This is an optimization exercise on Yosys and OpenROAD, whose aim is small area, a short achievable clock period and few clock cycles per item, not a production implementation.
Where RTL was checked, it was by simulation tests only, not by an equivalence proof against the original.
The RTL of runs 1 to 6 was laid out without a check of its function.
No activity file was given, so power comes from the tool's default toggle rates.

--- flow/flow/run.sh ---
#!/bin/bash
# The standard layout, with every port buffered by a plain sky130 buffer
# (buf_1) instead of the delay buffer buffer_ports picks by itself.
set -euo pipefail
export BUFFER_PORTS_ARGS="-buffer_cell sky130_fd_sc_hd__buf_1"
bash standard.sh > standard.log 2>&1
--- flow/design.v ---
module pcmon_decoder (
    input  wire       clk,
    input  wire       rst_n,
    input  wire       byte_valid,
    input  wire [7:0] byte_in,
    input  wire       shift_ext,
    output wire       fin,           
    output wire       len0,          
    output wire [1:0] kind_o,
    output wire       ok_o,          
    output wire [5:0] q0,
    output wire [7:0] q5,
    output wire [7:0] q6,
    output wire [7:0] q7
);
    reg       await_len;
    reg [5:0] rem;           
    reg [1:0] kind;
    reg       ok;
    reg [5:0] r0, r1, r2, r3, r4;
    reg [7:0] r5, r6, r7;
    wire accum = |rem;
    wire [5:0] h5  = (r5[7:2] > 6'd54) ? 6'd54 : r5[7:2];
    wire [5:0] top5 = (h5 == 6'd0) ? 6'd63 : 6'd62 - h5;
    assign fin    = rem == 6'd1;
    assign len0   = await_len & (byte_in == 8'd0);
    assign kind_o = kind;
    assign ok_o   = ok;
    assign q0 = r0;
    assign q5 = r5;
    assign q6 = r6;
    assign q7 = r7;
    always @(posedge clk) begin
        if ((byte_valid & accum) | shift_ext) begin
            r0 <= r1;
            r1 <= r2;
            r2 <= r3;
            r3 <= r4;
            r4 <= top5;
            r5 <= r6;
            r6 <= r7;
            r7 <= byte_in;
        end
    end
    always @(posedge clk) begin
        if (!rst_n) begin
            await_len <= 1'b0;
            rem       <= 6'd0;
        end else if (byte_valid) begin
            if (accum) begin
                rem <= rem - 6'd1;
            end else if (await_len) begin
                await_len <= 1'b0;
                if (byte_in <= 8'd32) begin
                    rem <= byte_in[5:0];
                    ok  <= (kind == 2'd0) ||
                           (kind == 2'd1 && byte_in == 8'd4) ||
                           (kind == 2'd2 && byte_in == 8'd2) ||
                           (kind == 2'd3 && byte_in == 8'd8);
                end
            end else if (byte_in[7:2] == 6'd0) begin
                kind      <= byte_in[1:0];
                await_len <= 1'b1;
            end
        end
    end
endmodule
module pcmon_render (
    input  wire        clk,
    input  wire        rst_n,
    input  wire        start,         
    input  wire [5:0]  q0,            
    output wire        qshift,        
    output reg         busy,
    output reg         pix_valid,
    output reg  [6:0]  pix_x,
    output reg  [5:0]  pix_y,
    output reg         pix_on,
    output reg         pix_flush,
    input  wire        pix_ready
);
    localparam [1:0] S_STARTUP = 2'd0;
    localparam [1:0] S_GLYPH   = 2'd1;
    localparam [1:0] S_BAR     = 2'd2;
    reg [1:0] state;
    reg       lcol;        
    reg       lpix;        
    reg       glyph;       
    reg       blank;       
    reg [3:0] k;           
    reg [5:0] t0, t1, t2, t3, t4, t5, t6, t7;
    reg [6:0] x0_nxt;
    always @(*) begin
        case (k[2:0])
            3'd0: x0_nxt = 7'd4;
            3'd1: x0_nxt = 7'd24;
            3'd2: x0_nxt = 7'd44;
            3'd3: x0_nxt = 7'd64;
            3'd4: x0_nxt = 7'd86;
            3'd5: x0_nxt = 7'd106;
            3'd6: x0_nxt = 7'd90;
            default: x0_nxt = 7'd110;
        endcase
    end
    reg [6:0] x0_cur, xp_cur;
    always @(*) begin
        case (k[2:0])
            3'd1: begin x0_cur = 7'd4;   xp_cur = 7'd18;  end
            3'd2: begin x0_cur = 7'd24;  xp_cur = 7'd38;  end
            3'd3: begin x0_cur = 7'd44;  xp_cur = 7'd58;  end
            3'd4: begin x0_cur = 7'd64;  xp_cur = 7'd78;  end
            3'd5: begin x0_cur = 7'd86;  xp_cur = 7'd88;  end
            3'd6: begin x0_cur = 7'd106; xp_cur = 7'd108; end
            3'd7: begin x0_cur = 7'd90;  xp_cur = 7'd100; end
            default: begin x0_cur = 7'd110; xp_cur = 7'd120; end
        endcase
    end
    wire label_x = (pix_x >= 7'd6   && pix_x <= 7'd17)  ||
                   (pix_x >= 7'd26  && pix_x <= 7'd37)  ||
                   (pix_x >= 7'd46  && pix_x <= 7'd57)  ||
                   (pix_x >= 7'd66  && pix_x <= 7'd77)  ||
                   (pix_x >= 7'd86  && pix_x <= 7'd101) ||
                   (pix_x >= 7'd106 && pix_x <= 7'd119);
    wire startup_on_next = (pix_x == 7'd0) || (pix_x == 7'd127) ||
                           (pix_y == 6'd62) || (pix_y == 6'd63) ||
                           ((pix_y == 6'd3) && label_x);
    wire grow = q0 < t0;
    wire same = q0 == t0;
    wire adv  = pix_ready | ~pix_valid;
    wire last_row = pix_on ? (pix_y == t7) : (pix_y + 6'd1 == t7);
    wire gl_col   = (pix_x == 7'd123) && (pix_y != 6'd4);
    wire next_bar = busy & adv & ~pix_flush & (lpix | ((state == S_BAR) & ~pix_valid));
    wire rot      = next_bar & ~k[3];
    wire startup  = busy & (state == S_STARTUP);
    assign qshift = rot;
    always @(posedge clk) begin
        if (rot | startup) begin
            t0 <= t1;
            t1 <= t2;
            t2 <= t3;
            t3 <= t4;
            t4 <= t5;
            t5 <= t6;
            t6 <= t7;
            t7 <= startup ? 6'd63 : q0;
        end
    end
    always @(posedge clk) begin
        if (!rst_n) begin
            busy      <= 1'b1;
            state     <= S_STARTUP;
            pix_valid <= 1'b1;
            pix_flush <= 1'b0;
            pix_x     <= 7'd0;
            pix_y     <= 6'd0;
            pix_on    <= 1'b1;
            lpix      <= 1'b0;
            glyph     <= 1'b0;
            blank     <= 1'b1;
        end else if (!busy) begin
            if (start) begin
                busy      <= 1'b1;
                state     <= S_GLYPH;
                pix_valid <= 1'b1;
                glyph     <= ~glyph;
                k         <= 4'd0;
                if (blank) begin
                    pix_x <= 7'd121;
                    pix_y <= 6'd4;
                    pix_on <= 1'b1;
                end else begin
                    pix_x <= 7'd123;
                    pix_y <= 6'd1;
                    pix_on <= glyph;
                end
            end
        end else if (adv) begin
            lpix <= 1'b0;
            lcol <= 1'b0;
            if (pix_flush) begin
                busy      <= 1'b0;
                pix_valid <= 1'b0;
                pix_flush <= 1'b0;
            end else if (next_bar) begin
                blank <= 1'b0;
                state <= S_BAR;
                if (k[3]) begin
                    pix_valid <= 1'b1;
                    pix_flush <= 1'b1;
                end else begin
                    k         <= k + 4'd1;
                    pix_valid <= ~same;
                    pix_x     <= x0_nxt;
                    pix_y     <= grow ? t0 - 6'd1 : t0;
                    pix_on    <= grow;
                end
            end else begin
                case (state)
                    S_STARTUP: begin
                        pix_on <= startup_on_next;
                        pix_y <= pix_y + 6'd1;
                        if (pix_y == 6'd63) begin
                            pix_x <= pix_x + 7'd1;
                            if (pix_x == 7'd127)
                                pix_flush <= 1'b1;
                        end
                    end
                    S_GLYPH: begin
                        if (gl_col) begin
                            if (pix_y == 6'd7) begin
                                pix_x <= 7'd121;
                                pix_y <= 6'd4;
                                pix_on <= glyph;
                            end else begin
                                pix_y <= (pix_y == 6'd3) ? 6'd5 : pix_y + 6'd1;
                            end
                        end else begin
                            pix_x <= (pix_x == 7'd122 && !blank) ? 7'd124 : pix_x + 7'd1;
                            lpix  <= pix_x == 7'd124;
                        end
                    end
                    default: begin
                        if (lcol) begin
                            pix_x <= x0_cur;
                            pix_y <= pix_on ? pix_y - 6'd1 : pix_y + 6'd1;
                        end else begin
                            pix_x <= pix_x + 7'd1;
                            lcol  <= pix_x == xp_cur;
                            lpix  <= (pix_x == xp_cur) & last_row;
                        end
                    end
                endcase
            end
        end
    end
endmodule
module pcmon_top (
    input  wire       clk,
    input  wire       rst_n,        
    input  wire       rst_in_n,     
    input  wire       rx_valid,
    input  wire       rx_err,
    input  wire [7:0] rx_data,
    output wire       rx_ready,
    output reg  [7:0] duty1,
    output reg  [7:0] duty2,
    output reg  [7:0] duty3,
    output reg  [7:0] duty4,
    output reg        net_tx,
    output reg        net_rx,
    output reg        act,
    output wire       busy,
    output wire       pix_valid,
    output wire [6:0] pix_x,
    output wire [5:0] pix_y,
    output wire       pix_on,
    output wire       pix_flush,
    input  wire       pix_ready
);
    localparam [1:0] K_RESET  = 2'd0;
    localparam [1:0] K_SETIND = 2'd1;
    localparam [1:0] K_NET    = 2'd2;
    localparam [1:0] K_RENDER = 2'd3;
    wire        svc       = ~busy;
    assign      rx_ready  = svc & rst_in_n;
    wire        byte_take = rx_ready & rx_valid & ~rx_err;
    wire        fin, len0, ok;
    wire [1:0]  kind;
    wire        qshift;
    wire [5:0]  q0;
    wire [7:0]  q5, q6, q7;
    pcmon_decoder u_dec (
        .clk       (clk),
        .rst_n     (rst_n),
        .byte_valid(byte_take),
        .byte_in   (rx_data),
        .shift_ext (qshift),
        .fin       (fin),
        .len0      (len0),
        .kind_o    (kind),
        .ok_o      (ok),
        .q0        (q0),
        .q5        (q5),
        .q6        (q6),
        .q7        (q7)
    );
    wire fin_render = fin & ok & (kind == K_RENDER);
    wire fin_setind = fin & ok & (kind == K_SETIND);
    wire fin_net    = fin & ok & (kind == K_NET);
    wire fin_reset  = (fin | len0) & (kind == K_RESET);
    wire render_start = byte_take & fin_render;
    pcmon_render u_render (
        .clk       (clk),
        .rst_n     (rst_n),
        .start     (render_start),
        .q0        (q0),
        .qshift    (qshift),
        .busy      (busy),
        .pix_valid (pix_valid),
        .pix_x     (pix_x),
        .pix_y     (pix_y),
        .pix_on    (pix_on),
        .pix_flush (pix_flush),
        .pix_ready (pix_ready)
    );
    wire clr_duty = ~rst_in_n | (rx_valid & ~rx_err & fin_reset);
    wire ld_duty  = byte_take & fin_setind;
    wire clr_net  = ~rst_in_n;
    wire ld_net   = byte_take & fin_net;
    wire svc_on  = rst_n & svc;
    wire d_ld    = svc_on & ld_duty;
    wire d_hold  = ~(svc_on & (clr_duty | ld_duty)) & rst_n;
    wire n_ld    = svc_on & ld_net;
    wire n_hold  = ~(svc_on & (clr_net | ld_net)) & rst_n;
    always @(posedge clk) begin
        duty1  <= ({8{d_ld}} & q5)      | ({8{d_hold}} & duty1);
        duty2  <= ({8{d_ld}} & q6)      | ({8{d_hold}} & duty2);
        duty3  <= ({8{d_ld}} & q7)      | ({8{d_hold}} & duty3);
        duty4  <= ({8{d_ld}} & rx_data) | ({8{d_hold}} & duty4);
        net_tx <= (n_ld & (q7 != 8'd0))      | (n_hold & net_tx);
        net_rx <= (n_ld & (rx_data != 8'd0)) | (n_hold & net_rx);
        act    <= rst_n & (svc ? byte_take : act);
    end
endmodule
--- flow/config.mk ---
export PLATFORM = sky130hd
export DESIGN_NAME = pcmon_top
export DESIGN_NICKNAME = pcmon_top
export VERILOG_FILES = /design/flow/design.v
export SDC_FILE = /design/flow/constraint.sdc
export NUM_CORES = 4
export LEC_CHECK = 0
export CAP_MARGIN = 20
export CORE_MARGIN = 2
export CORE_UTILIZATION = 40
export CTS_BUF_LIST = sky130_fd_sc_hd__clkbuf_4 sky130_fd_sc_hd__clkbuf_8
export CTS_CLUSTER_SIZE = 40
export SETUP_SLACK_MARGIN = 4.0
export SLEW_MARGIN = 20
--- flow/standard.sh ---
#!/bin/bash
# synth_recipe.tcl (not shown) runs the flow's synth.tcl, then flattens the netlist and writes it again
# the make line also repeats each setting of config.mk as NAME=value (left out here)
make -C /OpenROAD-flow-scripts/flow DESIGN_CONFIG=/design/flow/config.mk WORK_HOME=/design/flow/orfs CLKGATE_MAP_FILE= SYNTH_SCRIPT=/design/flow/synth_recipe.tcl "${@:-finish}"
--- flow/constraint.sdc ---
create_clock -name core_clock -period 7.5 [get_ports {clk}]
set_input_delay 1.5000 -clock core_clock [delete_from_list [all_inputs] [get_ports {clk}]]
set_output_delay 1.5000 -clock core_clock [all_outputs]
set_load 0.01 [all_outputs]
==> impl_metrics.toml, run 1 <==
[timing]
finalMaxSlewViolations = 0
worst_slack_ps = 4063
rsz0062_at_grt = "no"
period_minus_slack_ps = 3437
slew_headroom_pct = 38.29
worst_slew_pin_slew_ps = 924.3
hold_violations = 0
fin_tns_setup_ps = 0
fmax_ghz = 0.2910
fin_skew_ps = 14.41
fin_crit_sh_pct = 45.82
setup_viol = 0

[floorplan]
die_area_um2 = 21440
start_util_pct = 40.48
coreArea_um2 = 20040
die_w_um = 146.4
rows = 52
fp.dieH_um = 146.4
io_pins = 67

[power_and_ir_drop]
ir_drop_mv = 0.1209
total_power_w = 0.001791
power_density_nw_per_um2 = 198.1
p_leak_nw = 2.989

[routing]
drt_iter0_markers = 619
vias = 5855
drtPass1Iterations = 5
routedWlPerCell_um = 17.26
drc = 0
antenna_left = 0
viasPerCell = 5.539
wl_um = 18240

[logic_synthesis]
synth_warnings = 3
synth_cell_types = 73
synth.area.top_cells = "edfxtp_1, dfxtp_1, ha_1, a22o_1, nand2_1"
yosys.area.top_type = "edfxtp_1"
yosys.area.top_type_share_pct = 40.72
synth-edff-count = 110
syn_area_um2 = 8113
synth_seq_cells = 174
ys.flop_type = "edfxtp_1"
synth_nets = 765
synth_cells = 723
avgSynthCellArea_um2 = 11.22
synth.yosys.seq_area_share_pct = 56.51
async_flop_share_pct = 0

[global_routing]
grt_first_pass_wirelength_um = 29830
grt_pass1_vias = 5539
grt_overflow_total = 0
grt_antenna_before_repair = 0
grt_max_degree = 55
grt_util_all_layers_pct = 17.43

[cts]
cts_sinks = 174
cts_resized = 8
worstSkewPairLatency_ps = 460
numCtsBuffers = 17
htree_levels = 4
clk_path_buf_depth = 2
cts_tree = "built"
path_clk_slew_ps = 90
cts_hold_buf = 0
post_cts_buffers = 0
cts_root_buffer = "clkbuf_8"

[placement]
io_buffer_count = 66
dp.final_hpwl_um = 12440
preCtsSetupSlack_ps = 2329
gp_congestion = 0.8409
dp_cells = 1025

[critical_path]
start_kind = "input port"
cp.required_ps = 6000
worst-path-max-fanout = 3
end_kind = "output port"
crit_start = "rst_in_n"
r2r-start = "u_render.busy"
path_class = "in -> out"
worstPathArrival_ps = 1940

[flow_run]
maxCapViolations = 0

[status]
outcome = "timing/DRC/antenna clean"

[layout]
drive_gt1_share_pct = 8.386
nets = 816
n_antenna_cell = 0
instances_no_fill = 1057
synthToLayoutAreaGrowth_pct = 11.43

[min_path]
hold_path_class = "reg -> reg"
min-delay-start = "u_render.t2[4]"
==> worst max-delay path: stages <==
cell,delay (ps)
buf_2,140
nor2b_1,130
buf_1,170
==> flip-flops by register name (all words and copies together) (netlist names), 7 cells and up <==
register and count:
u_render.pix_x 7, duty2 8, u_dec.r5 8, u_dec.r7 8, duty3 8, u_dec.r6 8, duty1 8, duty4 8
==> layer usage <==
metal,routed length (um),GRT usage [%]
met1,8621,25.06
met2,8260,26.32
met3,1171,4.313
met4,189,4.854
met5,0,0
==> cell usage after synthesis, drive strengths merged (5+ instances only) <==
cell type and count:
a211oi 11, a21oi 39, a22o 35, a31oi 8, and3 5, buf 6, clkbuf 33, dfxtp 64
edfxtp 110, ha 28, inv 28, nand2 60, nand2b 13, nand3 20, nand4 8, nor2 43
nor3 25, nor3b 6, nor4 11, nor4b 7, o21ai 42, o22ai 7, o31ai 6, or3 5
xnor2 21, xor2 7
==> kinds of logic (layout without fill, tap and decap cells) <==
family / count (synthesis) / after routing / synth area share [%]
DFF: 174 / 174 / 56.51
muxes: 6 / 6 / 0.7711
xor gates and xnor gates: 28 / 28 / 3.023
adders and majority gates: 29 / 29 / 4.442
AOI/OAI and AO/OA: 188 / 188 / 16.29
buffers and inverters: 68 / 132 / 3.902
and+or+nand+nor: 230 / 230 / 15.07
==> placed cells by master (no fill, tap or decap), types with 21 or more instances in the layout <==
cell type,Yosys,routed
buf_1,1,64
nor2_1,43,43
a21oi_1,38,37
edfxtp_1,110,110
a22o_1,34,34
ha_1,28,28
inv_1,28,28
nand2_1,59,59
nor3_1,25,25
o21ai_0,42,41
xnor2_1,21,21
dfxtp_1,64,64
==> per-stage QoR <==
step | hold WS, ps | util, % | area (um^2)
global route | 420.0 | 45.11 | 9040
global placement | 401.1 | 42.76 | 8568
finish | 415.1 | 45.11 | 9040
CTS | 418.4 | 45.08 | 9034
detailed placement | 404.5 | 42.76 | 8568
floorplan | 400.3 | - | 8165
==> worst paths after layout <==
check	to	slack (ps)	cells past startpoint
worst min register to register	u_render.t1[4]	420	0
worst max register to register	u_render.pix_x[4]	4550	6
worst max-delay path	rx_ready	4060	3
worst min-delay path	u_render.t1[4]	420	0
==> area by class of cell <==
class                      count  area (um^2)
clock buffer                  21        276.5
timing repair buffer          71        294.0
clock inverter                11        177.7
fill                        1941        11000
sequential                   174         4584
multi-input combinational    481         3256
tap                          270        337.8
inverter                      29        113.9
==> report_power, final <==
group / total, W / internal, W / switching (W)
registers: 0.00101 / 0.00101 / 0.00000404
clock network: 0.000736 / 0.000394 / 0.000343
logic: 0.0000441 / 0.0000151 / 0.0000290
==> run 2, diff against run 1 <==
--- a/flow/config.mk
+++ b/flow/config.mk
@@ -9,6 +9,4 @@
 export CORE_MARGIN = 2
 export CORE_UTILIZATION = 40
-export CTS_BUF_LIST = sky130_fd_sc_hd__clkbuf_4 sky130_fd_sc_hd__clkbuf_8
-export CTS_CLUSTER_SIZE = 40
-export SETUP_SLACK_MARGIN = 4.0
+export SETUP_SLACK_MARGIN = 4.3
 export SLEW_MARGIN = 20
==> impl_metrics.toml, run 2 <==
[global_routing]
grt_first_pass_wirelength_um = 29620
grt_antenna_before_repair = 0
grt_pass1_vias = 5451
grt_util_all_layers_pct = 17.34
grt_max_degree = 55
grt_overflow_total = 0

[logic_synthesis]
synth_nets = 765
synth_cells = 723
synth_warnings = 3
synth_cell_types = 73
synth_xor_area_share_pct = 3.023
synth_top_family_by_area = "compound AO/OA/AOI/OAI gates"
async_flop_share_pct = 0
yosys.area_share.simple_pct = 15.07
synth_seq_cells = 174
synth.area.mux_share_pct = 0.7711
yosys.area.top_type = "edfxtp_1"
syn_area_um2 = 8113
ys.flop_type = "edfxtp_1"
synth.area.top_cells = "edfxtp_1, dfxtp_1, ha_1, a22o_1, nand2_1"
avgSynthCellArea_um2 = 11.22
synthAdderAreaFrac_pct = 4.442
synth.yosys.seq_area_share_pct = 56.51
synth_most_common_cell = "edfxtp_1"
synth_compound_area_share_pct = 16.29
synth-edff-count = 110
yosys.area.top_type_share_pct = 40.72
synth_common_cells = "edfxtp_1, dfxtp_1, nand2_1, nor2_1, o21ai_0"

[min_path]
holdPathStages = 0
hold_path_class = "reg -> reg"

[cts]
path_clk_slew_ps = 70
cts_tree = "built"
cts_sinks = 174
worstSkewPairLatency_ps = 430
clk_path_buf_depth = 2
htree_levels = 4
cts_root_buffer = "clkbuf_16"
numCtsBuffers = 17
cts_hold_buf = 0

[layout]
drive_gt1_share_pct = 9.482
final_cell_mix = "edfxtp_1, dfxtp_1, buf_1"
n_antenna_cell = 0
synthToLayoutAreaGrowth_pct = 14.47
nets = 820
final_common_cell = "edfxtp_1"

[floorplan]
rows = 52
die_w_um = 146.4
io_pins = 67
coreArea_um2 = 20040
fp.dieH_um = 146.4
start_util_pct = 40.48
die_area_um2 = 21440

[routing]
drt_iter0_markers = 581
drc = 0
viasPerCell = 5.594
drtPass1Iterations = 7
antenna_left = 0
routedWlPerCell_um = 17.56
wl_um = 18630
vias = 5935

[placement]
dp.final_hpwl_um = 12430
gp_congestion = 0.8300
io_buffer_count = 66

[power_and_ir_drop]
ir_drop_mv = 0.1384
power_density_nw_per_um2 = 208.7
p_leak_nw = 3.092

[critical_path]
start_kind = "input port"
crit_buf_inv = 2
end_kind = "output port"
path_cells = "buf_8 > nor2b_1 > buf_2"
path_class = "in -> out"
worstPathArrival_ps = 1840
cp.depth = 3
cp.required_ps = 6000
worst-path-max-fanout = 2
slowest_stage = "buf_2"
crit_family = "buffers and inverters"
critPathMaxStageDelay_ps = 140
r2r_cells = 7

[timing]
hold_slack_ps = 418.2
hold_violations = 0
finalMaxSlewViolations = 0
fin_crit_sh_pct = 44.58
fmax_ghz = 0.2991
fin_skew_ps = 11.93
fin_tns_setup_ps = 0
rsz0062_at_grt = "yes"
period_minus_slack_ps = 3343
slew_headroom_pct = 35.17
worst_slew_pin_slew_ps = 965.0
setup_viol = 0

[status]
outcome = "timing/DRC/antenna clean"

[flow_run]
maxCapViolations = 0
run 2: cell counts after synthesis:
No cell type changed its count.
run 2: cell families after synthesis:
| group | count (synthesis) |
|---|---|
| adders and majority gates | 29 |
| xor gates and xnor gates | 28 |
| muxes | 6 |
| buffers and inverters | 68 |
| AOI/OAI and AO/OA | 188 |
| and+or+nand+nor | 230 |
| DFF | 174 |
run 2: cell type report:
cell class | instances | area, um^2
Clock buffer | 19 | 446.7
Multi-Input combinational cell | 481 | 3276
Tap cell | 270 | 337.8
Fill cell | 1892 | 10750
Timing Repair Buffer | 75 | 369.1
Inverter | 29 | 121.4
Clock inverter | 13 | 151.4
Sequential cell | 174 | 4584
run 2: power by group:
group | internal [W] | total [W] | switching, W
clock | 0.000485 | 0.000880 | 0.000395
sequential | 0.00101 | 0.00101 | 0.00000391
combinational | 0.0000167 | 0.0000468 | 0.0000302
total | 0.00151 | 0.00194 | 0.000429
run 2: what timing repair did:
item,CTS,global route
endpoints found under the setup margin,49,42
gates cloned,0,1
gates resized for setup,18,6
pin swaps,0,2
buffers inserted,1,1
run 2: worst paths after layout:
check,to,slack (ps),startpoint
min reg2reg,u_dec.r2[5],420,u_dec.r3[5]
max,rx_ready,4160,rst_in_n
max reg2reg,u_render.pix_x[4],4570,u_render.state[1]
min,u_dec.r2[5],420,u_dec.r3[5]
run 2: metrics by stage:
stage | util (%) | instances | power [W] | setup slack, ps | instance area [um^2]
after floorplan | - | 723 | 0.001060 | 3930 | 8165
after global placement | 42.79 | 1026 | 0.001076 | 2371 | 8576
after detailed placement | 42.79 | 1026 | 0.001076 | 2264 | 8576
after CTS | 46.07 | 1059 | 0.001957 | 4156 | 9233
after global routing | 46.34 | 1061 | 0.002001 | 4138 | 9286
final | 46.34 | 1061 | 0.001938 | 4157 | 9286
run 2: layer usage:
metal	track usage [%]	part of all wire, %	up-vias	wire [um]
met5	0	0	-	0
met4	5.874	1.7	0	313
met3	3.969	6.2	25	1152
met2	25.31	44	194	8266
met1	25.47	48	2878	8898
li1	-	-	2838	-
==> run 3, diff against run 2 <==
--- a/flow/design.v
+++ b/flow/design.v
@@ -87,5 +87,4 @@
     reg       lpix;        
     reg       glyph;       
-    reg       blank;       
     reg [3:0] k;           
     reg [5:0] t0, t1, t2, t3, t4, t5, t6, t7;
@@ -129,8 +128,27 @@
     wire adv  = pix_ready | ~pix_valid;
     wire last_row = pix_on ? (pix_y == t7) : (pix_y + 6'd1 == t7);
-    wire gl_col   = (pix_x == 7'd123) && (pix_y != 6'd4);
-    wire next_bar = busy & adv & ~pix_flush & (lpix | ((state == S_BAR) & ~pix_valid));
-    wire rot      = next_bar & ~k[3];
-    wire startup  = busy & (state == S_STARTUP);
+    wire gl_col   = pix_x == 7'd123;
+    wire [6:0] x_inc = pix_x + 7'd1;
+    wire st_su  = state == S_STARTUP;
+    wire st_gl  = state == S_GLYPH;
+    wire st_bar = state == S_BAR;
+    wire go     = busy & adv & ~pix_flush;                
+    wire c_go   = ~busy & start;                          
+    wire c_end  = busy & adv & pix_flush;                 
+    wire c_nb   = go & (lpix | (st_bar & ~pix_valid));    
+    wire c_fl   = c_nb & k[3];                            
+    wire c_bs   = c_nb & ~k[3];                           
+    wire c_su   = go & st_su;                             
+    wire c_sux  = c_su & (pix_y == 6'd63);                
+    wire c_gl   = go & st_gl & ~lpix;
+    wire c_glc  = c_gl & gl_col & (pix_y != 6'd7);        
+    wire c_glt  = c_gl & gl_col & (pix_y == 6'd7);        
+    wire c_glr  = c_gl & ~gl_col;                         
+    wire [6:0] x_gl = (pix_x == 7'd122) ? 7'd124 : x_inc;   
+    wire c_bar  = go & st_bar & pix_valid & ~lpix;
+    wire c_row  = c_bar & lcol;                           
+    wire c_col  = c_bar & ~lcol;                          
+    wire rot     = c_bs;
+    wire startup = busy & st_su;
     assign qshift = rot;
     always @(posedge clk) begin
@@ -146,4 +164,29 @@
         end
     end
+    wire [5:0] y_inc = pix_y + 6'd1;
+    wire [5:0] y_dec = pix_y - 6'd1;
+    wire [5:0] y_bs  = grow ? t0 - 6'd1 : t0;
+    wire x_hold = ~(c_go | c_bs | c_sux | c_glt | c_glr | c_row | c_col);
+    wire y_hold = ~(c_go | c_bs | c_su | c_glc | c_glt | c_row);
+    always @(posedge clk) begin
+        if (!rst_n) begin
+            pix_x <= 7'd0;
+            pix_y <= 6'd0;
+        end else begin
+            pix_x <= ({7{c_sux | c_col}} & x_inc) |
+                     ({7{c_glr}} & x_gl) |
+                     ({7{c_go}}  & 7'd123) |
+                     ({7{c_glt}} & 7'd121) |
+                     ({7{c_bs}}  & x0_nxt) |
+                     ({7{c_row}} & x0_cur) |
+                     ({7{x_hold}} & pix_x);
+            pix_y <= ({6{c_su | c_glc | (c_row & ~pix_on)}} & y_inc) |
+                     ({6{c_row & pix_on}} & y_dec) |
+                     ({6{c_go}}  & 6'd1) |
+                     ({6{c_glt}} & 6'd4) |
+                     ({6{c_bs}}  & y_bs) |
+                     ({6{y_hold}} & pix_y);
+        end
+    end
     always @(posedge clk) begin
         if (!rst_n) begin
@@ -152,83 +195,37 @@
             pix_valid <= 1'b1;
             pix_flush <= 1'b0;
-            pix_x     <= 7'd0;
-            pix_y     <= 6'd0;
             pix_on    <= 1'b1;
             lpix      <= 1'b0;
             glyph     <= 1'b0;
-            blank     <= 1'b1;
-        end else if (!busy) begin
-            if (start) begin
-                busy      <= 1'b1;
-                state     <= S_GLYPH;
-                pix_valid <= 1'b1;
-                glyph     <= ~glyph;
-                k         <= 4'd0;
-                if (blank) begin
-                    pix_x <= 7'd121;
-                    pix_y <= 6'd4;
-                    pix_on <= 1'b1;
-                end else begin
-                    pix_x <= 7'd123;
-                    pix_y <= 6'd1;
-                    pix_on <= glyph;
-                end
-            end
-        end else if (adv) begin
-            lpix <= 1'b0;
-            lcol <= 1'b0;
-            if (pix_flush) begin
-                busy      <= 1'b0;
-                pix_valid <= 1'b0;
-                pix_flush <= 1'b0;
-            end else if (next_bar) begin
-                blank <= 1'b0;
+        end else begin
+            if (c_go)
+                glyph <= ~glyph;
+            if (c_go | c_end)
+                busy <= c_go;
+            if (c_go)
+                state <= S_GLYPH;
+            else if (c_nb)
                 state <= S_BAR;
-                if (k[3]) begin
-                    pix_valid <= 1'b1;
-                    pix_flush <= 1'b1;
-                end else begin
-                    k         <= k + 4'd1;
-                    pix_valid <= ~same;
-                    pix_x     <= x0_nxt;
-                    pix_y     <= grow ? t0 - 6'd1 : t0;
-                    pix_on    <= grow;
-                end
-            end else begin
-                case (state)
-                    S_STARTUP: begin
-                        pix_on <= startup_on_next;
-                        pix_y <= pix_y + 6'd1;
-                        if (pix_y == 6'd63) begin
-                            pix_x <= pix_x + 7'd1;
-                            if (pix_x == 7'd127)
-                                pix_flush <= 1'b1;
-                        end
-                    end
-                    S_GLYPH: begin
-                        if (gl_col) begin
-                            if (pix_y == 6'd7) begin
-                                pix_x <= 7'd121;
-                                pix_y <= 6'd4;
-                                pix_on <= glyph;
-                            end else begin
-                                pix_y <= (pix_y == 6'd3) ? 6'd5 : pix_y + 6'd1;
-                            end
-                        end else begin
-                            pix_x <= (pix_x == 7'd122 && !blank) ? 7'd124 : pix_x + 7'd1;
-                            lpix  <= pix_x == 7'd124;
-                        end
-                    end
-                    default: begin
-                        if (lcol) begin
-                            pix_x <= x0_cur;
-                            pix_y <= pix_on ? pix_y - 6'd1 : pix_y + 6'd1;
-                        end else begin
-                            pix_x <= pix_x + 7'd1;
-                            lcol  <= pix_x == xp_cur;
-                            lpix  <= (pix_x == xp_cur) & last_row;
-                        end
-                    end
-                endcase
+            if (c_go | c_end | c_nb)
+                pix_valid <= c_go | c_fl | (c_bs & ~same);
+            if (c_end | c_fl | c_sux)
+                pix_flush <= c_fl | (c_sux & (pix_x == 7'd127));
+            if (c_go)
+                k <= 4'd0;
+            else if (c_bs)
+                k <= k + 4'd1;
+            if (c_go)
+                pix_on <= glyph;
+            else if (c_su)
+                pix_on <= startup_on_next;
+            else if (c_glc)
+                pix_on <= ~glyph | (pix_y == 6'd3);
+            else if (c_glt)
+                pix_on <= glyph;
+            else if (c_bs)
+                pix_on <= grow;
+            if (go) begin
+                lcol <= c_col & (pix_x == xp_cur);
+                lpix <= (c_col & (pix_x == xp_cur) & last_row) | (c_glr & (pix_x == 7'd124));
             end
         end
--- a/flow/config.mk
+++ b/flow/config.mk
@@ -9,4 +9,6 @@
 export CORE_MARGIN = 2
 export CORE_UTILIZATION = 40
+export CTS_BUF_LIST = sky130_fd_sc_hd__clkbuf_4 sky130_fd_sc_hd__clkbuf_8
+export CTS_CLUSTER_SIZE = 40
 export SETUP_SLACK_MARGIN = 4.3
 export SLEW_MARGIN = 20
==> impl_metrics.toml, run 3 <==
[status]
outcome = "timing/DRC/antenna clean"

[critical_path]
start_kind = "input port"
r2r_cells = 7
r2r-start = "u_render.pix_y[1]"
path_class = "in -> out"
worst-path-max-fanout = 2
cp.required_ps = 6000
worstPathArrival_ps = 1860
end_kind = "output port"
r2r_end = "u_render.pix_x[1]"
r2r_slack_ps = 4670

[logic_synthesis]
ys.flop_type = "edfxtp_1"
synth_seq_cells = 173
synth_nets = 757
synth_most_common_cell = "edfxtp_1"
avgSynthCellArea_um2 = 11.19
yosys.area.top_type_share_pct = 41.13
synth.area.top_cells = "edfxtp_1, dfxtp_1, ha_1, a22o_1, nor2_1"
yosys.area.top_type = "edfxtp_1"
synth_cells = 718
synth_common_cells = "edfxtp_1, dfxtp_1, nor2_1, nand2_1"
synth_warnings = 3
async_flop_share_pct = 0
syn_area_um2 = 8031
synth.yosys.seq_area_share_pct = 56.83
synth-edff-count = 110
synth_cell_types = 74

[cts]
clk_path_buf_depth = 2
worstSkewPairLatency_ps = 450
path_clk_slew_ps = 80
numCtsBuffers = 17
htree_levels = 4
cts_tree = "built"
cts_sinks = 173
cts_root_buffer = "clkbuf_8"

[floorplan]
io_pins = 67
fp.dieH_um = 145.7
start_util_pct = 41.00
coreArea_um2 = 19590
rows = 51
die_area_um2 = 21230
die_w_um = 145.7

[layout]
synthToLayoutAreaGrowth_pct = 12.71
n_antenna_cell = 0
nets = 813
final_cell_mix = "edfxtp_1, dfxtp_1, buf_1"
final_common_cell = "edfxtp_1"
drive_gt1_share_pct = 10.17
post-route-util_pct = 46.21

[timing]
hold_slack_ps = 418.2
finalMaxSlewViolations = 0
hold_violations = 0
slew_headroom_pct = 51.94
rsz0062_at_grt = "yes"
fin_tns_setup_ps = 0
setup_viol = 0
fmax_ghz = 0.2976
fin_crit_sh_pct = 44.81
worst_slew_pin_slew_ps = 719.9
fin_skew_ps = 11.80
period_minus_slack_ps = 3360

[routing]
routedWlPerCell_um = 17.39
drtPass1Iterations = 8
viasPerCell = 5.624
wl_um = 18300
antenna_left = 0
vias = 5916
drt_iter0_markers = 442
drc = 0

[placement]
dp.final_hpwl_um = 12180
gp_congestion = 0.8741
io_buffer_count = 66

[min_path]
hold_path_class = "reg -> reg"
hold_end = "u_render.t5[4]"
min-delay-start = "u_render.t6[4]"
holdPathStages = 0

[power_and_ir_drop]
p_leak_nw = 3.034
power_density_nw_per_um2 = 188.6
ir_drop_mv = 0.1155

[global_routing]
grt_max_degree = 55
grt_util_all_layers_pct = 17.08
grt_pass1_vias = 5682
grt_overflow_total = 0
grt_antenna_before_repair = 0
grt_first_pass_wirelength_um = 29340

[flow_run]
maxCapViolations = 0
==> run 3: cell types whose count changed in the layout (fill, tap and decap cells not counted), sizes merged, moves of 4 or more <==
cell,change
o21ai,-12
nand2b,-8
nor2,+9
a211oi,-7
a221oi,+5
or2,+7
nor4bb,+4
nand2,-12
a21oi,-8
or4,+5
nor3,+8
o22ai,+4
==> run 3: layout make-up <==
cell class                 instances  area [um^2]
multi-input combinational        472         3248
inverter                          33        123.9
clock buffer                      20        269.0
sequential                       173         4564
clock inverter                    12        133.9
fill                            1845        10540
timing repair buffer              77        381.6
tap                              265        331.6
==> run 3: what timing repair did <==
action                     CTS  global route
resized for setup           11             6
setup buffers                1             3
gates cloned                 0             1
hold buffers                 0             0
setup endpoints to repair   35            43
pin swaps                    0             1
==> run 3: how the worst max path moves through the flow <==
stage                  start     endpoint  slack, ps  cells past startpoint
finish              rst_in_n     rx_ready       4140                      3
floorplan             rx_err  u_dec.r0[0]       3840                      2
global route        rst_in_n     rx_ready       4120                      3
CTS                 rst_in_n     rx_ready       4140                      3
detailed placement     rst_n     duty4[7]       3400                      9
global placement       rst_n     duty1[5]       3480                      9
==> run 3: kinds of logic after synthesis <==
logic type	count (synthesis)	share of synthesized area, %
adders and majority gates	25	3.895
xor gates and xnor gates	26	2.835
AOI/OAI and AO/OA	174	15.61
DFF	173	56.83
muxes	6	0.7945
and+or+nand+nor	241	16.33
buffers and inverters	73	3.708
==> run 3: power by group <==
| part | switching (W) | internal (W) |
|---|---|---|
| combinational | 0.0000266 | 0.0000162 |
| clock | 0.000339 | 0.000321 |
| sequential | 0.00000425 | 0.00100 |
| total | 0.000370 | 0.00134 |
==> run 3: routing by layer <==
layer / wire length, um / up-vias / global-route usage (%)
met2: 8413 / 211 / 26.27
li1: - / 2827 / -
met3: 1224 / 22 / 4.483
met1: 8354 / 2856 / 23.42
met5: 0 / - / 0
met4: 306 / 0 / 5.931
==> run 3: critical path, cell delays in order <==
cell     delay, ps
buf_8           90
nor2b_1        110
buf_2          160
==> run 3: stage by stage <==
stage	setup slack, ps	instances	instance area (um^2)	total power, W
3_5_place_dp	3396	1015	8528	0.001067
4_1_cts	4136	1048	8972	0.001726
5_1_grt	4122	1052	9052	0.001773
3_3_place_gp	3483	1015	8528	0.001067
6_report	4140	1052	9052	0.001708
2_1_floorplan	3843	718	8060	0.001053
==> run 4, diff against run 3 <==
--- a/flow/design.v
+++ b/flow/design.v
@@ -72,5 +72,5 @@
     input  wire [5:0]  q0,            
     output wire        qshift,        
-    output reg         busy,
+    output reg         idle,          
     output reg         pix_valid,
     output reg  [6:0]  pix_x,
@@ -133,7 +133,7 @@
     wire st_gl  = state == S_GLYPH;
     wire st_bar = state == S_BAR;
-    wire go     = busy & adv & ~pix_flush;                
-    wire c_go   = ~busy & start;                          
-    wire c_end  = busy & adv & pix_flush;                 
+    wire go     = ~idle & adv & ~pix_flush;                
+    wire c_go   = idle & start;                           
+    wire c_end  = ~idle & adv & pix_flush;                 
     wire c_nb   = go & (lpix | (st_bar & ~pix_valid));    
     wire c_fl   = c_nb & k[3];                            
@@ -150,5 +150,5 @@
     wire c_col  = c_bar & ~lcol;                          
     wire rot     = c_bs;
-    wire startup = busy & st_su;
+    wire startup = ~idle & st_su;
     assign qshift = rot;
     always @(posedge clk) begin
@@ -191,5 +191,5 @@
     always @(posedge clk) begin
         if (!rst_n) begin
-            busy      <= 1'b1;
+            idle      <= 1'b0;
             state     <= S_STARTUP;
             pix_valid <= 1'b1;
@@ -202,5 +202,5 @@
                 glyph <= ~glyph;
             if (c_go | c_end)
-                busy <= c_go;
+                idle <= c_end;
             if (c_go)
                 state <= S_GLYPH;
@@ -259,5 +259,7 @@
     localparam [1:0] K_NET    = 2'd2;
     localparam [1:0] K_RENDER = 2'd3;
-    wire        svc       = ~busy;
+    wire        idle;
+    wire        svc       = idle;
+    assign      busy      = ~idle;
     assign      rx_ready  = svc & rst_in_n;
     wire        byte_take = rx_ready & rx_valid & ~rx_err;
@@ -293,5 +295,5 @@
         .q0        (q0),
         .qshift    (qshift),
-        .busy      (busy),
+        .idle      (idle),
         .pix_valid (pix_valid),
         .pix_x     (pix_x),
--- a/flow/config.mk
+++ b/flow/config.mk
@@ -8,5 +8,5 @@
 export CAP_MARGIN = 20
 export CORE_MARGIN = 2
-export CORE_UTILIZATION = 40
+export CORE_UTILIZATION = 65
 export CTS_BUF_LIST = sky130_fd_sc_hd__clkbuf_4 sky130_fd_sc_hd__clkbuf_8
 export CTS_CLUSTER_SIZE = 40
==> impl_metrics.toml, run 4 <==
[global_routing]
grt_max_degree = 55
grt_overflow_total = 0
grt_first_pass_wirelength_um = 29440
grt_util_all_layers_pct = 28.38
grt_pass1_vias = 5813
grt_antenna_before_repair = 0

[floorplan]
fp.dieH_um = 115.6
rows = 40
io_pins = 67
start_util_pct = 66.89
die_area_um2 = 13370
die_w_um = 115.6
coreArea_um2 = 12110

[critical_path]
start_kind = "input port"
path_cells = "buf_6 > inv_2 > nor2_2 > buf_2"
end_kind = "output port"
worst-path-max-fanout = 2
r2r_slack_ps = 4650
path_class = "in -> out"
crit_start = "rst_in_n"
slowest_stage = "buf_2"
critPathMaxStageDelay_ps = 150
endpoint = "rx_ready"
cp.required_ps = 6000
crit_buf_inv = 3
worstPathArrival_ps = 1850
r2r_end = "u_render.pix_x[6]"
r2r-start = "u_render.pix_y[1]"
r2r_cells = 7
crit_family = "buffers and inverters"
cp.depth = 4

[timing]
fin_skew_ps = 9.179
fmax_ghz = 0.2981
rsz0062_at_grt = "yes"
setup_viol = 0
fin_tns_setup_ps = 0
period_minus_slack_ps = 3354
worst_slew_pin_slew_ps = 1061
fin_crit_sh_pct = 44.72
slew_headroom_pct = 28.73
hold_violations = 0
finalMaxSlewViolations = 0

[status]
outcome = "timing/DRC/antenna clean"

[layout]
n_antenna_cell = 0
final_common_cell = "edfxtp_1"
synthToLayoutAreaGrowth_pct = 10.29
nFillCells = 876
seq_area_um2 = 4564
drive_gt1_share_pct = 11.19
multi_input_area_um2 = 3342
nets = 821
final_cell_mix = "edfxtp_1, dfxtp_1, buf_1"
instances_no_fill = 963

[routing]
drc = 0
drtPass1Iterations = 6
antenna_left = 0
drt_iter0_markers = 598
routedWlPerCell_um = 19.24
viasPerCell = 6.336
wl_um = 18530
vias = 6102

[placement]
dp.final_hpwl_um = 12310
dp_cells = 924
io_buffer_count = 66
gp_congestion = 0.9313

[logic_synthesis]
synth.yosys.seq_area_share_pct = 56.34
synth_nets = 763
synth_top_family_by_area = "simple AND/OR/NAND/NOR gates"
synthAdderAreaFrac_pct = 3.861
synth_compound_area_share_pct = 15.43
synth_warnings = 3
yosys.area.top_type = "edfxtp_1"
avgSynthCellArea_um2 = 11.19
ys.flop_type = "edfxtp_1"
synth_seq_cells = 173
synth.area.mux_share_pct = 0.8958
yosys.area_share.simple_pct = 16.77
synth.area.top_cells = "edfxtp_1, dfxtp_1, ha_1, a22o_1, nor2_1"
synth_common_cells = "edfxtp_1, dfxtp_1, nor2_1, nand2_1, a21oi_1"
async_flop_share_pct = 0
synth_cells = 724
synth_most_common_cell = "edfxtp_1"
synth_xor_area_share_pct = 2.703
syn_area_um2 = 8102
synth-edff-count = 110
synth_cell_types = 78
yosys.area.top_type_share_pct = 40.77

[cts]
clk_path_buf_depth = 2
cts_tree = "built"
cts_root_buffer = "clkbuf_8"
numCtsBuffers = 17
htree_levels = 4
path_clk_slew_ps = 80
cts_sinks = 173
worstSkewPairLatency_ps = 450

[power_and_ir_drop]
p_leak_nw = 3.026
power_density_nw_per_um2 = 207.0
ir_drop_mv = 0.2339

[min_path]
min-delay-start = "u_render.t6[4]"
holdPathStages = 0
hold_path_class = "reg -> reg"

[flow_run]
maxCapViolations = 0
==> run 4: cell count changes after synthesis, moves of 5 or more <==
| cell | change |
|---|---|
| nand3_1 | +5 |
| o22ai_1 | -8 |
| clkbuf_1 | -10 |
| a221oi_1 | -5 |
| o21ai_0 | +8 |
| nor3_1 | -6 |
| inv_1 | -5 |
| a21oi_1 | +10 |
==> run 4: final cells by class <==
cell class                 count  share of cell area (%)
tap                          168                   2.353
timing repair buffer          71                   3.431
multi-input combinational    490                   37.40
sequential                   173                   51.09
clock buffer                  21                   2.955
clock inverter                11                   1.470
inverter                      29                   1.302
==> run 4: layer usage <==
metal | vias up | wire, um | share of wire, % | GRT usage, %
li1 | 2857 | - | - | -
met1 | 2930 | 8106 | 44 | 39.40
met2 | 286 | 8720 | 47 | 44.87
met3 | 29 | 1392 | 7.5 | 6.904
met4 | 0 | 311 | 1.7 | 8.571
met5 | - | 0 | 0 | 0
==> run 4: cell families (layout without fill, tap and decap cells) <==
group,Yosys count,count (layout)
AOI/OAI and AO/OA,178,181
adders and majority gates,25,25
DFF,173,173
buffers and inverters,65,132
muxes,7,7
and+or+nand+nor,251,252
xor gates and xnor gates,25,25
==> run 4: timing repair <==
item,in CTS,in global routing
setup buffers,3,0
hold buffers,0,0
pin swaps,3,3
endpoints found under the setup margin,92,94
gates resized for setup,10,13
gates cloned,2,2
==> run 4: worst min path at each step <==
stage                      to
6_report       u_render.t5[4]
5_1_grt        u_render.t5[3]
4_1_cts        u_render.t5[3]
3_5_place_dp   u_render.t2[4]
3_3_place_gp      u_dec.r3[0]
2_1_floorplan     u_dec.r0[0]
==> run 4: power breakdown <==
part / total (W) / switching (W) / internal (W)
clock network: 0.000652 / 0.000334 / 0.000318
logic: 0.000134 / 0.0000853 / 0.0000484
registers: 0.00106 / 0.0000308 / 0.00103
total: 0.00185 / 0.000450 / 0.00140
==> run 4: worst register-to-register path: stages, from the launching register on <==
cell and delay (ps):
dfxtp_1 570, ha_1 410, nor4b_1 560, nand2_1 270, o41ai_4 450, nor2_1 170, o21ai_0 210, a21oi_1 90
==> run 4: per-stage QoR <==
| stage | power [W] | util [%] | hold WS (ps) | cell area, um^2 | setup WS, ps |
|---|---|---|---|---|---|
| finish | 0.001850 | 73.77 | 419.8 | 8935 | 4146 |
| floorplan | 0.001168 | - | 400.3 | 8119 | 4254 |
| global route | 0.001906 | 73.77 | 424.6 | 8935 | 4130 |
| CTS | 0.001853 | 73.02 | 421.0 | 8843 | 4142 |
| detailed placement | 0.001210 | 69.16 | 405.2 | 8377 | 2963 |
| global placement | 0.001206 | 69.16 | 401.8 | 8377 | 3097 |
==> run 5, diff against run 4 <==
--- a/flow/config.mk
+++ b/flow/config.mk
@@ -8,5 +8,5 @@
 export CAP_MARGIN = 20
 export CORE_MARGIN = 2
-export CORE_UTILIZATION = 65
+export CORE_UTILIZATION = 40
 export CTS_BUF_LIST = sky130_fd_sc_hd__clkbuf_4 sky130_fd_sc_hd__clkbuf_8
 export CTS_CLUSTER_SIZE = 40
==> impl_metrics.toml, run 5 <==
[status]
outcome = "timing/DRC/antenna clean"

[routing]
routedWlPerCell_um = 17.63
wl_um = 18830
antenna_left = 0
drc = 0
drt_iter0_markers = 482
drtPass1Iterations = 5
top_layer_used = "met4"
wl_met2_um = 8361
wl_met3_um = 1178
viasPerCell = 5.512
met1_length_um = 9152
vias = 5887

[floorplan]
start_util_pct = 40.43
die_w_um = 146.3
fp.dieH_um = 146.3
io_pins = 67
coreArea_um2 = 20040
rows = 52
die_area_um2 = 21410

[power_and_ir_drop]
pwr-share-clk_pct = 33.1
p_leak_nw = 3.003
seq_power_share_pct = 59.6
internal_power_w = 0.001330
swShare_pct = 25.53
p_switching_w = 0.0004561
power_density_nw_per_um2 = 198.5
ir_drop_mv = 0.1156
combPwrFrac_pct = 7.4

[logic_synthesis]
synth-edff-count = 110
synth_cell_types = 78
yosys.area.top_type = "edfxtp_1"
synth_nets = 763
yosys.area.top_type_share_pct = 40.77
synth_seq_cells = 173
syn_area_um2 = 8102
synth_most_common_cell = "edfxtp_1"
synth.area.top_cells = "edfxtp_1, dfxtp_1, ha_1, a22o_1, nor2_1"
async_flop_share_pct = 0
synth_common_cells = "edfxtp_1, dfxtp_1, nor2_1, nand2_1, a21oi_1"
synth.yosys.seq_area_share_pct = 56.34
synth_cells = 724
synth_warnings = 3
ys.flop_type = "edfxtp_1"
avgSynthCellArea_um2 = 11.19

[timing]
setup_viol = 0
worst_slew_pin_slew_ps = 926.7
fin_tns_setup_ps = 0
hold_violations = 0
fin_skew_ps = 15.24
fin_crit_sh_pct = 44.15
period_minus_slack_ps = 3311
slew_headroom_pct = 37.75
fmax_ghz = 0.3020
worst_slack_ps = 4189
finalMaxSlewViolations = 0
rsz0062_at_grt = "yes"

[cts]
cts_tree = "built"
numCtsBuffers = 17
worstSkewPairLatency_ps = 460
cts_hold_buf = 0
clk_path_buf_depth = 2
cts_sinks = 173
cts_root_buffer = "clkbuf_8"
htree_levels = 4
path_clk_slew_ps = 100

[layout]
seq_area_um2 = 4564
post-route-util_pct = 44.92
final_common_cell = "edfxtp_1"
multi_input_area_um2 = 3318
drive_gt1_share_pct = 11.15
nets = 824
n_antenna_cell = 0
synthToLayoutAreaGrowth_pct = 11.10
final_cell_mix = "edfxtp_1, dfxtp_1, buf_1"
nFillCells = 1945
instances_no_fill = 1068

[placement]
preCtsSetupSlack_ps = 3624
dp.final_hpwl_um = 12490
dp_cells = 1027
io_buffer_count = 66
gp_congestion = 0.8473

[critical_path]
r2r_cells = 7
worst-path-max-fanout = 2
r2r_slack_ps = 4570
worstPathArrival_ps = 1810
cp.required_ps = 6000
path_class = "in -> out"
end_kind = "output port"
start_kind = "input port"
r2r_end = "u_render.pix_x[6]"
r2r-start = "u_render.pix_y[1]"

[min_path]
hold_end = "u_render.t5[0]"
min-delay-start = "u_render.t6[0]"
holdPathStages = 0
hold_path_class = "reg -> reg"

[global_routing]
grt_antenna_before_repair = 0
grt_pass1_vias = 5552
grt_first_pass_wirelength_um = 29830
grt_max_degree = 55
grt_overflow_total = 0
grt_util_all_layers_pct = 17.60

[flow_run]
maxCapViolations = 0
run 5: changes by cell type in the layout (fill, tap and decap cells not counted), sizes merged:
| cell | before | now |
|---|---|---|
| clkinvlp | 0 | 1 |
| inv | 35 | 31 |
| buf | 71 | 74 |
| bufinv | 2 | 0 |
| clkbuf | 21 | 20 |
| clkinv | 3 | 9 |
run 5: cells by family after synthesis:
logic type,share of synthesized area [%]
AND/OR/NAND/NOR,16.77
AO/OA/AOI/OAI,15.43
flip-flops,56.34
buffers and inverters,4.000
XOR/XNOR,2.703
adder cells (fa/ha/maj),3.861
multiplexers,0.8958
run 5: worst max-delay path: stages:
cell	delay [ps]
buf_6	90
inv_2	50
nor2_1	30
buf_2	140
run 5: what timing repair did:
| action | 4_1_cts | 5_1_grt |
|---|---|---|
| pin swaps | 0 | 2 |
| resized for setup | 9 | 5 |
| endpoints found under the hold margin | 0 | 0 |
| buffers inserted | 4 | 1 |
| gates cloned | 1 | 3 |
| endpoints found under the setup margin | 34 | 75 |
run 5: final cells by class:
class / count / share of cell area, %
clock buffers: 20 / 2.919
clock inverters: 12 / 0.9730
repair buffers: 74 / 3.572
multi-input cells: 490 / 36.86
inverters: 29 / 1.209
well taps: 270 / 3.753
flip-flops and latches: 173 / 50.71
run 5: worst max path at each step:
stage          cells past startpoint          end      from  slack (ps)
2_1_floorplan                      2  u_dec.r0[0]    rx_err        4250
3_3_place_gp                       6     duty3[7]     rst_n        3560
3_5_place_dp                       6     duty4[7]     rst_n        3620
4_1_cts                            4     rx_ready  rst_in_n        4190
5_1_grt                            4     rx_ready  rst_in_n        4180
6_report                           4     rx_ready  rst_in_n        4190
run 5: routing by layer:
metal  GRT usage (%)  vias to the layer above
met4           4.029                        0
met1           25.40                     2859
met2           26.34                      164
li1                -                     2851
met5               0                        -
met3           5.094                       13
run 5: power by group through the flow:
stage / combinational (W) / sequential [W] / clock, W
after global placement: 0.000124 / 0.00109 / 0
after floorplan: 0.0000990 / 0.00107 / 0
after global routing: 0.000147 / 0.00107 / 0.000646
final: 0.000131 / 0.00106 / 0.000591
after CTS: 0.000128 / 0.00106 / 0.000606
after detailed placement: 0.000125 / 0.00109 / 0
run 5: stage by stage:
step / cell area (um^2) / hold WS (ps) / power, W
after floorplan: 8119 / 400.3 / 0.001168
after global placement: 8512 / 401.2 / 0.001209
after detailed placement: 8512 / 405.6 / 0.001210
after CTS: 8942 / 406.5 / 0.001798
after global routing: 9001 / 407.7 / 0.001861
final: 9001 / 406.8 / 0.001786
==> run 6, diff against run 5 <==
--- a/flow/design.v
+++ b/flow/design.v
@@ -77,5 +77,5 @@
     output reg  [5:0]  pix_y,
     output reg         pix_on,
-    output reg         pix_flush,
+    output wire        pix_flush,
     input  wire        pix_ready
 );
@@ -83,9 +83,10 @@
     localparam [1:0] S_GLYPH   = 2'd1;
     localparam [1:0] S_BAR     = 2'd2;
+    localparam [1:0] S_FLUSH   = 2'd3;
     reg [1:0] state;
     reg       lcol;        
     reg       lpix;        
     reg       glyph;       
-    reg [3:0] k;           
+    reg [2:0] k;           
     reg [5:0] t0, t1, t2, t3, t4, t5, t6, t7;
     reg [6:0] x0_nxt;
@@ -133,10 +134,11 @@
     wire st_gl  = state == S_GLYPH;
     wire st_bar = state == S_BAR;
+    assign pix_flush = state == S_FLUSH;
     wire go     = ~idle & adv & ~pix_flush;                
     wire c_go   = idle & start;                           
     wire c_end  = ~idle & adv & pix_flush;                 
     wire c_nb   = go & (lpix | (st_bar & ~pix_valid));    
-    wire c_fl   = c_nb & k[3];                            
-    wire c_bs   = c_nb & ~k[3];                           
+    wire c_fl   = c_nb & st_bar & (k == 3'd0);            
+    wire c_bs   = c_nb & ~c_fl;                           
     wire c_su   = go & st_su;                             
     wire c_sux  = c_su & (pix_y == 6'd63);                
@@ -194,6 +196,6 @@
             state     <= S_STARTUP;
             pix_valid <= 1'b1;
-            pix_flush <= 1'b0;
             pix_on    <= 1'b1;
+            k         <= 3'd0;
             lpix      <= 1'b0;
             glyph     <= 1'b0;
@@ -203,16 +205,14 @@
             if (c_go | c_end)
                 idle <= c_end;
-            if (c_go)
+            if (c_go | c_end)
                 state <= S_GLYPH;
+            else if (c_fl | (c_sux & (pix_x == 7'd127)))
+                state <= S_FLUSH;
             else if (c_nb)
                 state <= S_BAR;
             if (c_go | c_end | c_nb)
                 pix_valid <= c_go | c_fl | (c_bs & ~same);
-            if (c_end | c_fl | c_sux)
-                pix_flush <= c_fl | (c_sux & (pix_x == 7'd127));
-            if (c_go)
-                k <= 4'd0;
-            else if (c_bs)
-                k <= k + 4'd1;
+            if (c_bs)
+                k <= k + 3'd1;
             if (c_go)
                 pix_on <= glyph;
==> flow/flow/run.sh (replaced) <==
#!/bin/bash
# The standard layout, with every port buffered by a plain sky130 buffer
# (buf_1) instead of the delay buffer buffer_ports picks by itself, and a
# clock tree of clkbuf_4/clkbuf_8 cells without dummy loads.
set -euo pipefail
export BUFFER_PORTS_ARGS="-buffer_cell sky130_fd_sc_hd__buf_1"
export CTS_ARGS="-sink_clustering_enable -repair_clock_nets -sink_clustering_size 40 -buf_list {sky130_fd_sc_hd__clkbuf_4 sky130_fd_sc_hd__clkbuf_8} -root_buf sky130_fd_sc_hd__clkbuf_8 -dont_use_dummy_load"
bash standard.sh > standard.log 2>&1
==> impl_metrics.toml, run 6 <==
[logic_synthesis]
yosys.area.top_type_share_pct = 39.72
synth-edff-count = 106
synth.area.mux_share_pct = 0.7650
synth_compound_area_share_pct = 17.17
async_flop_share_pct = 0
synth_cell_types = 74
synth.area.top_cells = "edfxtp_1, dfxtp_1, ha_1, a22o_1, nand2_1"
yosys.area_share.simple_pct = 16.10
synth_cells = 720
synth_warnings = 3
synth_xor_area_share_pct = 2.186
syn_area_um2 = 8014
ys.flop_type = "edfxtp_1"
synth_most_common_cell = "edfxtp_1"
synth_nets = 759
synth_common_cells = "edfxtp_1, dfxtp_1, nand2_1, nor2_1"
synth_top_family_by_area = "compound AO/OA/AOI/OAI gates"
synth.yosys.seq_area_share_pct = 55.96
synth_seq_cells = 171
synthAdderAreaFrac_pct = 3.903
yosys.area.top_type = "edfxtp_1"
avgSynthCellArea_um2 = 11.13

[floorplan]
io_pins = 67
die_area_um2 = 21180
fp.dieH_um = 145.5
rows = 51
die_w_um = 145.5
start_util_pct = 40.91
coreArea_um2 = 19590

[critical_path]
worst-path-max-fanout = 2
start_kind = "input port"
cp.required_ps = 6000
r2r-start = "u_render.k[0]"
worstPathArrival_ps = 1830
end_kind = "output port"
crit_start = "rst_in_n"
path_class = "in -> out"

[power_and_ir_drop]
p_leak_nw = 2.965
power_density_nw_per_um2 = 175.8
p_switching_w = 0.0003384
ir_drop_mv = 0.1266
internal_power_w = 0.001234
combPwrFrac_pct = 5.1
pwr-share-clk_pct = 30.4
seq_power_share_pct = 64.5
swShare_pct = 21.52

[cts]
cts_tree = "built"
clk_path_buf_depth = 2
cts_hold_buf = 0
worstSkewPairLatency_ps = 450
htree_levels = 4
cts_root_buffer = "clkbuf_8"
numCtsBuffers = 17
cts_sinks = 171
path_clk_slew_ps = 90

[layout]
final_cell_mix = "edfxtp_1, dfxtp_1, buf_1"
n_antenna_cell = 0
nets = 828
final_common_cell = "edfxtp_1"
synthToLayoutAreaGrowth_pct = 11.60
drive_gt1_share_pct = 10.04

[placement]
dp.final_hpwl_um = 12200
preCtsSetupSlack_ps = 3071
io_buffer_count = 66
gp_congestion = 0.8877

[global_routing]
use_met3_pct = 4.608
grt_overflow_total = 0
grt_antenna_before_repair = 0
grt_first_pass_wirelength_um = 29470
grt_util_all_layers_pct = 17.23
met2_usage_pct = 25.76
grt.busiest_layer = "met2"
grtUsageMet1_pct = 24.54
grt_max_degree = 55
grt_pass1_vias = 5667

[timing]
setup_viol = 0
hold_slack_ps = 401.8
hold_violations = 0
fin_crit_sh_pct = 44.37
worst_slack_ps = 4172
rsz0062_at_grt = "yes"
fmax_ghz = 0.3005
finalMaxSlewViolations = 0
period_minus_slack_ps = 3328
fin_tns_setup_ps = 0
fin_skew_ps = 32.30
slew_headroom_pct = 53.60
worst_slew_pin_slew_ps = 695.0

[routing]
routedWlPerCell_um = 17.45
antenna_left = 0
wl_um = 18360
viasPerCell = 5.690
drtPass1Iterations = 5
drc = 0
vias = 5986
drt_iter0_markers = 611

[flow_run]
maxCapViolations = 0

[min_path]
hold_path_class = "reg -> reg"
min-delay-start = "u_render.t6[5]"

[status]
outcome = "timing/DRC/antenna clean"
[run 6: per-layer routing]
| metal | share of wire, % | wire (um) | vias up |
|---|---|---|---|
| met5 | 0 | 0 | - |
| met4 | 1.7 | 318 | 0 |
| met3 | 7.7 | 1408 | 23 |
| met2 | 45 | 8170 | 238 |
| met1 | 46 | 8460 | 2854 |
| li1 | - | - | 2871 |
[run 6: per-stage QoR]
stage                     total power (W)  cells  instance area [um^2]  utilization [%]
after floorplan                  0.001083    720                  8054                -
after global placement           0.001104   1010                  8458            43.18
after detailed placement         0.001106   1010                  8458            43.18
after CTS                        0.001589   1047                  8865            45.25
after global routing             0.001633   1052                  8944            45.65
final                            0.001573   1052                  8944            45.65
[run 6: worst max-delay path: stages]
cell and delay (ps):
buf_8 80, inv_4 30, nor2_1 80, buf_2 140
[run 6: cell type report]
type	instances	area [um^2]
clock buffer	17	234.0
fill	1824	10650
inverter	31	127.6
multi-input combinational	474	3284
sequential	171	4487
tap	265	331.6
timing repair buffer	94	479.2
[run 6: worst paths after layout]
| kind | depth (start not counted) | to | slack, ps |
|---|---|---|---|
| worst min-delay path | 0 | u_render.t5[5] | 400 |
| worst min register to register | 0 | u_render.t5[5] | 400 |
| worst max-delay path | 4 | rx_ready | 4170 |
| worst max register to register | 8 | u_render.lpix | 4660 |
[run 6: power by group through the flow]
stage	Combinational [W]	Sequential [W]	Clock [W]
after floorplan	0.0000548	0.00103	0
after global placement	0.0000688	0.00104	0
after detailed placement	0.0000705	0.00104	0
after CTS	0.0000781	0.00101	0.000496
after global routing	0.0000888	0.00102	0.000528
final	0.0000805	0.00101	0.000477
[run 6: what timing repair did]
| item | 4_1_cts | 5_1_grt |
|---|---|---|
| setup endpoints to repair | 140 | 44 |
| gates resized for setup | 9 | 11 |
| buffers inserted | 20 | 5 |
| pin swaps | 2 | 2 |
[run 6: cells by family after synthesis]
group | Yosys count
mux | 6
fa+ha+maj | 25
flops | 171
simple gates | 231
buf+inv | 75
compound gates | 192
xor+xnor | 20
==> run 7, diff against run 6 <==
--- a/flow/design.v
+++ b/flow/design.v
@@ -43,24 +43,27 @@
         end
     end
+    wire take_len = byte_valid & ~accum & await_len & (byte_in <= 8'd32);
     always @(posedge clk) begin
         if (!rst_n) begin
             await_len <= 1'b0;
             rem       <= 6'd0;
-        end else if (byte_valid) begin
-            if (accum) begin
-                rem <= rem - 6'd1;
-            end else if (await_len) begin
-                await_len <= 1'b0;
-                if (byte_in <= 8'd32) begin
-                    rem <= byte_in[5:0];
-                    ok  <= (kind == 2'd0) ||
-                           (kind == 2'd1 && byte_in == 8'd4) ||
-                           (kind == 2'd2 && byte_in == 8'd2) ||
-                           (kind == 2'd3 && byte_in == 8'd8);
-                end
-            end else if (byte_in[7:2] == 6'd0) begin
-                kind      <= byte_in[1:0];
-                await_len <= 1'b1;
-            end
+        end else begin
+            if (accum)
+                rem <= byte_valid ? rem - 6'd1 : rem;
+            else
+                rem <= take_len ? byte_in[5:0] : 6'd0;
+            if (byte_valid & ~accum)
+                await_len <= ~await_len & (byte_in[7:2] == 6'd0);
+        end
+    end
+    always @(posedge clk) begin
+        if (byte_valid & ~accum) begin
+            if (await_len)
+                ok   <= (kind == 2'd0) ||
+                        (kind == 2'd1 && byte_in == 8'd4) ||
+                        (kind == 2'd2 && byte_in == 8'd2) ||
+                        (kind == 2'd3 && byte_in == 8'd8);
+            else
+                kind <= byte_in[1:0];
         end
     end
==> flow/flow/run.sh (replaced) <==
#!/bin/bash
# The standard layout, with every port buffered by a plain sky130 buffer
# (buf_1) instead of the delay buffer buffer_ports picks by itself, and a
# clock tree of clkbuf_4/clkbuf_8 cells without dummy loads.
set -euo pipefail
export BUFFER_PORTS_ARGS="-buffer_cell sky130_fd_sc_hd__buf_1"
export CTS_ARGS="-sink_clustering_enable -repair_clock_nets -sink_clustering_size 25 -sink_clustering_max_diameter 60 -buf_list {sky130_fd_sc_hd__clkbuf_4 sky130_fd_sc_hd__clkbuf_8} -root_buf sky130_fd_sc_hd__clkbuf_8 -dont_use_dummy_load"
bash standard.sh > standard.log 2>&1
==> impl_metrics.toml, run 7 <==
[status]
outcome = "timing/DRC/antenna clean"

[logic_synthesis]
synth_cells = 696
yosys.area.top_type = "edfxtp_1"
synth_cell_types = 70
synth.area.top_cells = "edfxtp_1, dfxtp_1, ha_1, a22o_1, nor2_1"
synth-edff-count = 106
async_flop_share_pct = 0
synth_xor_area_share_pct = 3.805
synth_top_family_by_area = "simple AND/OR/NAND/NOR gates"
syn_area_um2 = 7826
synth_warnings = 3
yosys.area.top_type_share_pct = 40.67
yosys.area_share.simple_pct = 16.45
synthAdderAreaFrac_pct = 3.997
synth_seq_cells = 171
synth_nets = 735
synth_most_common_cell = "edfxtp_1"
synth_compound_area_share_pct = 14.36
synth_common_cells = "edfxtp_1, dfxtp_1, nor2_1, clkbuf_1, nand2_1"
synth.yosys.seq_area_share_pct = 57.30
avgSynthCellArea_um2 = 11.24
ys.flop_type = "edfxtp_1"
synth.area.mux_share_pct = 0.6555

[floorplan]
die_w_um = 143.9
coreArea_um2 = 19330
die_area_um2 = 20700
start_util_pct = 40.48
fp.dieH_um = 143.9
rows = 51
io_pins = 67

[cts]
htree_levels = 4
cts_root_buffer = "clkbuf_8"
path_clk_slew_ps = 90
worstSkewPairLatency_ps = 460
clk_path_buf_depth = 2
cts_tree = "built"
cts_sinks = 171
numCtsBuffers = 17

[min_path]
hold_path_class = "reg -> reg"

[global_routing]
grt_overflow_total = 0
grt_pass1_vias = 5389
grt_max_degree = 55
grt_first_pass_wirelength_um = 27730
grt_util_all_layers_pct = 17.26
grt_antenna_before_repair = 1

[critical_path]
end_kind = "output port"
worst-path-max-fanout = 2
cp.required_ps = 6000
worstPathArrival_ps = 1850
path_class = "in -> out"
start_kind = "input port"

[timing]
fmax_ghz = 0.2982
worst_slew_pin_slew_ps = 734.5
hold_violations = 0
slew_headroom_pct = 50.97
rsz0062_at_grt = "yes"
setup_viol = 0
fin_crit_sh_pct = 44.71
fin_tns_setup_ps = 0
fin_skew_ps = 26.38
period_minus_slack_ps = 3353
finalMaxSlewViolations = 0
hold_slack_ps = 400.0

[power_and_ir_drop]
p_leak_nw = 2.868
power_density_nw_per_um2 = 181.1
ir_drop_mv = 0.1163

[routing]
vias = 5675
drc = 0
viasPerCell = 5.630
drt_iter0_markers = 539
antenna_left = 0
wl_um = 17150
routedWlPerCell_um = 17.01
drtPass1Iterations = 5

[layout]
synthToLayoutAreaGrowth_pct = 9.880
final_common_cell = "edfxtp_1"
final_cell_mix = "edfxtp_1, dfxtp_1, buf_1"
n_antenna_cell = 0
nets = 784
drive_gt1_share_pct = 6.191

[placement]
gp_congestion = 0.8627
io_buffer_count = 66
dp.final_hpwl_um = 11800

[flow_run]
maxCapViolations = 0
==> run 7: kinds of logic after synthesis <==
group	Yosys count
xor gates and xnor gates	34
muxes	5
AOI/OAI and AO/OA	158
buffers and inverters	69
adders and majority gates	25
and+or+nand+nor	234
DFF	171
==> run 7: layer usage <==
layer  up-vias  track usage, %  part of all wire, %
met3        30           5.098                  7.3
met1      2733           22.84                   45
met5         -               0                    0
met2       232           26.84                   46
met4         0           6.398                  1.6
li1       2680               -                    -
==> run 7: critical path, cell delays in order <==
cell and delay (ps):
buf_8 90, and2_4 150, buf_6 110
==> run 7: report_power, final <==
group / internal (W) / switching, W
logic: 0.0000252 / 0.0000429
registers: 0.00100 / 0.0000122
clock network: 0.000200 / 0.000276
total: 0.00123 / 0.000331
==> run 7: repair_timing <==
| action | 4_1_cts | 5_1_grt |
|---|---|---|
| endpoints found under the hold margin | 0 | 0 |
| setup endpoints to repair | 2 | 64 |
| resized for setup | 8 | 6 |
| hold buffers | 0 | 0 |
| setup buffers | 1 | 0 |
==> run 7: final cells by class <==
cell class              count  area, um^2
well taps                 265       331.6
multi-input cells         456        3133
repair buffers             71       307.8
inverters                  28       108.9
fillers                  1823       10740
flip-flops and latches    171        4484
clock buffers              17       234.0
==> run 7: worst paths after layout <==
kind | from | end | slack, ps | cells past startpoint
setup / recovery | rst_in_n | rx_ready | 4150 | 3
hold / removal | u_render.t6[5] | u_render.t5[5] | 400 | 0
setup reg to reg | u_render.k[0] | u_render.pix_y[2] | 4530 | 8
hold reg to reg | u_render.t6[5] | u_render.t5[5] | 400 | 0
==> run 7: stage by stage <==
stage,setup WS (ps),total power (W),utilization (%),instances,cell area [um^2]
after global placement,4000,0.001098,42.95,990,8304
after global routing,4142,0.001619,44.48,1008,8600
after floorplan,4302,0.001077,-,696,7849
after detailed placement,3806,0.001101,42.95,990,8304
after CTS,4148,0.001578,44.34,1008,8573
final,4147,0.001557,44.48,1008,8600
Testbench counts of run 7, summed over its fixed seeds: cycles 133,748, frames 384.

afterwards: timing with drivers on the ports:
Ports are ideal in the flow. The routed layouts listed here were re-timed in OpenROAD.
Step 1, drivers: a clkbuf_16 drives clk and a buf_2 each remaining input, both assumed.
Step 2 also shifts input and output timing later by t, the mid clock arrival at the registers, as if the neighbouring blocks saw the same clock.
Three values: no drivers, after step 1, after step 2; two values: the first two.
run | t, ns | setup slack, ns
run 1 | 0.487 | 4.063 / 4.040 / 3.697
run 2 | 0.467 | 4.157 / 4.116 / 3.985
run 3 | 0.486 | 4.140 / 4.094 / 3.881
run 4 | 0.481 | 4.146 / 4.108 / 3.883
run 5 | 0.492 | 4.189 / 4.157 / 3.756
run 6 | 0.473 | 4.172 / 4.115 / 3.730
run 7 | 0.484 | 4.147 / 4.107 / 3.947
After both steps every run listed still meets setup and hold.
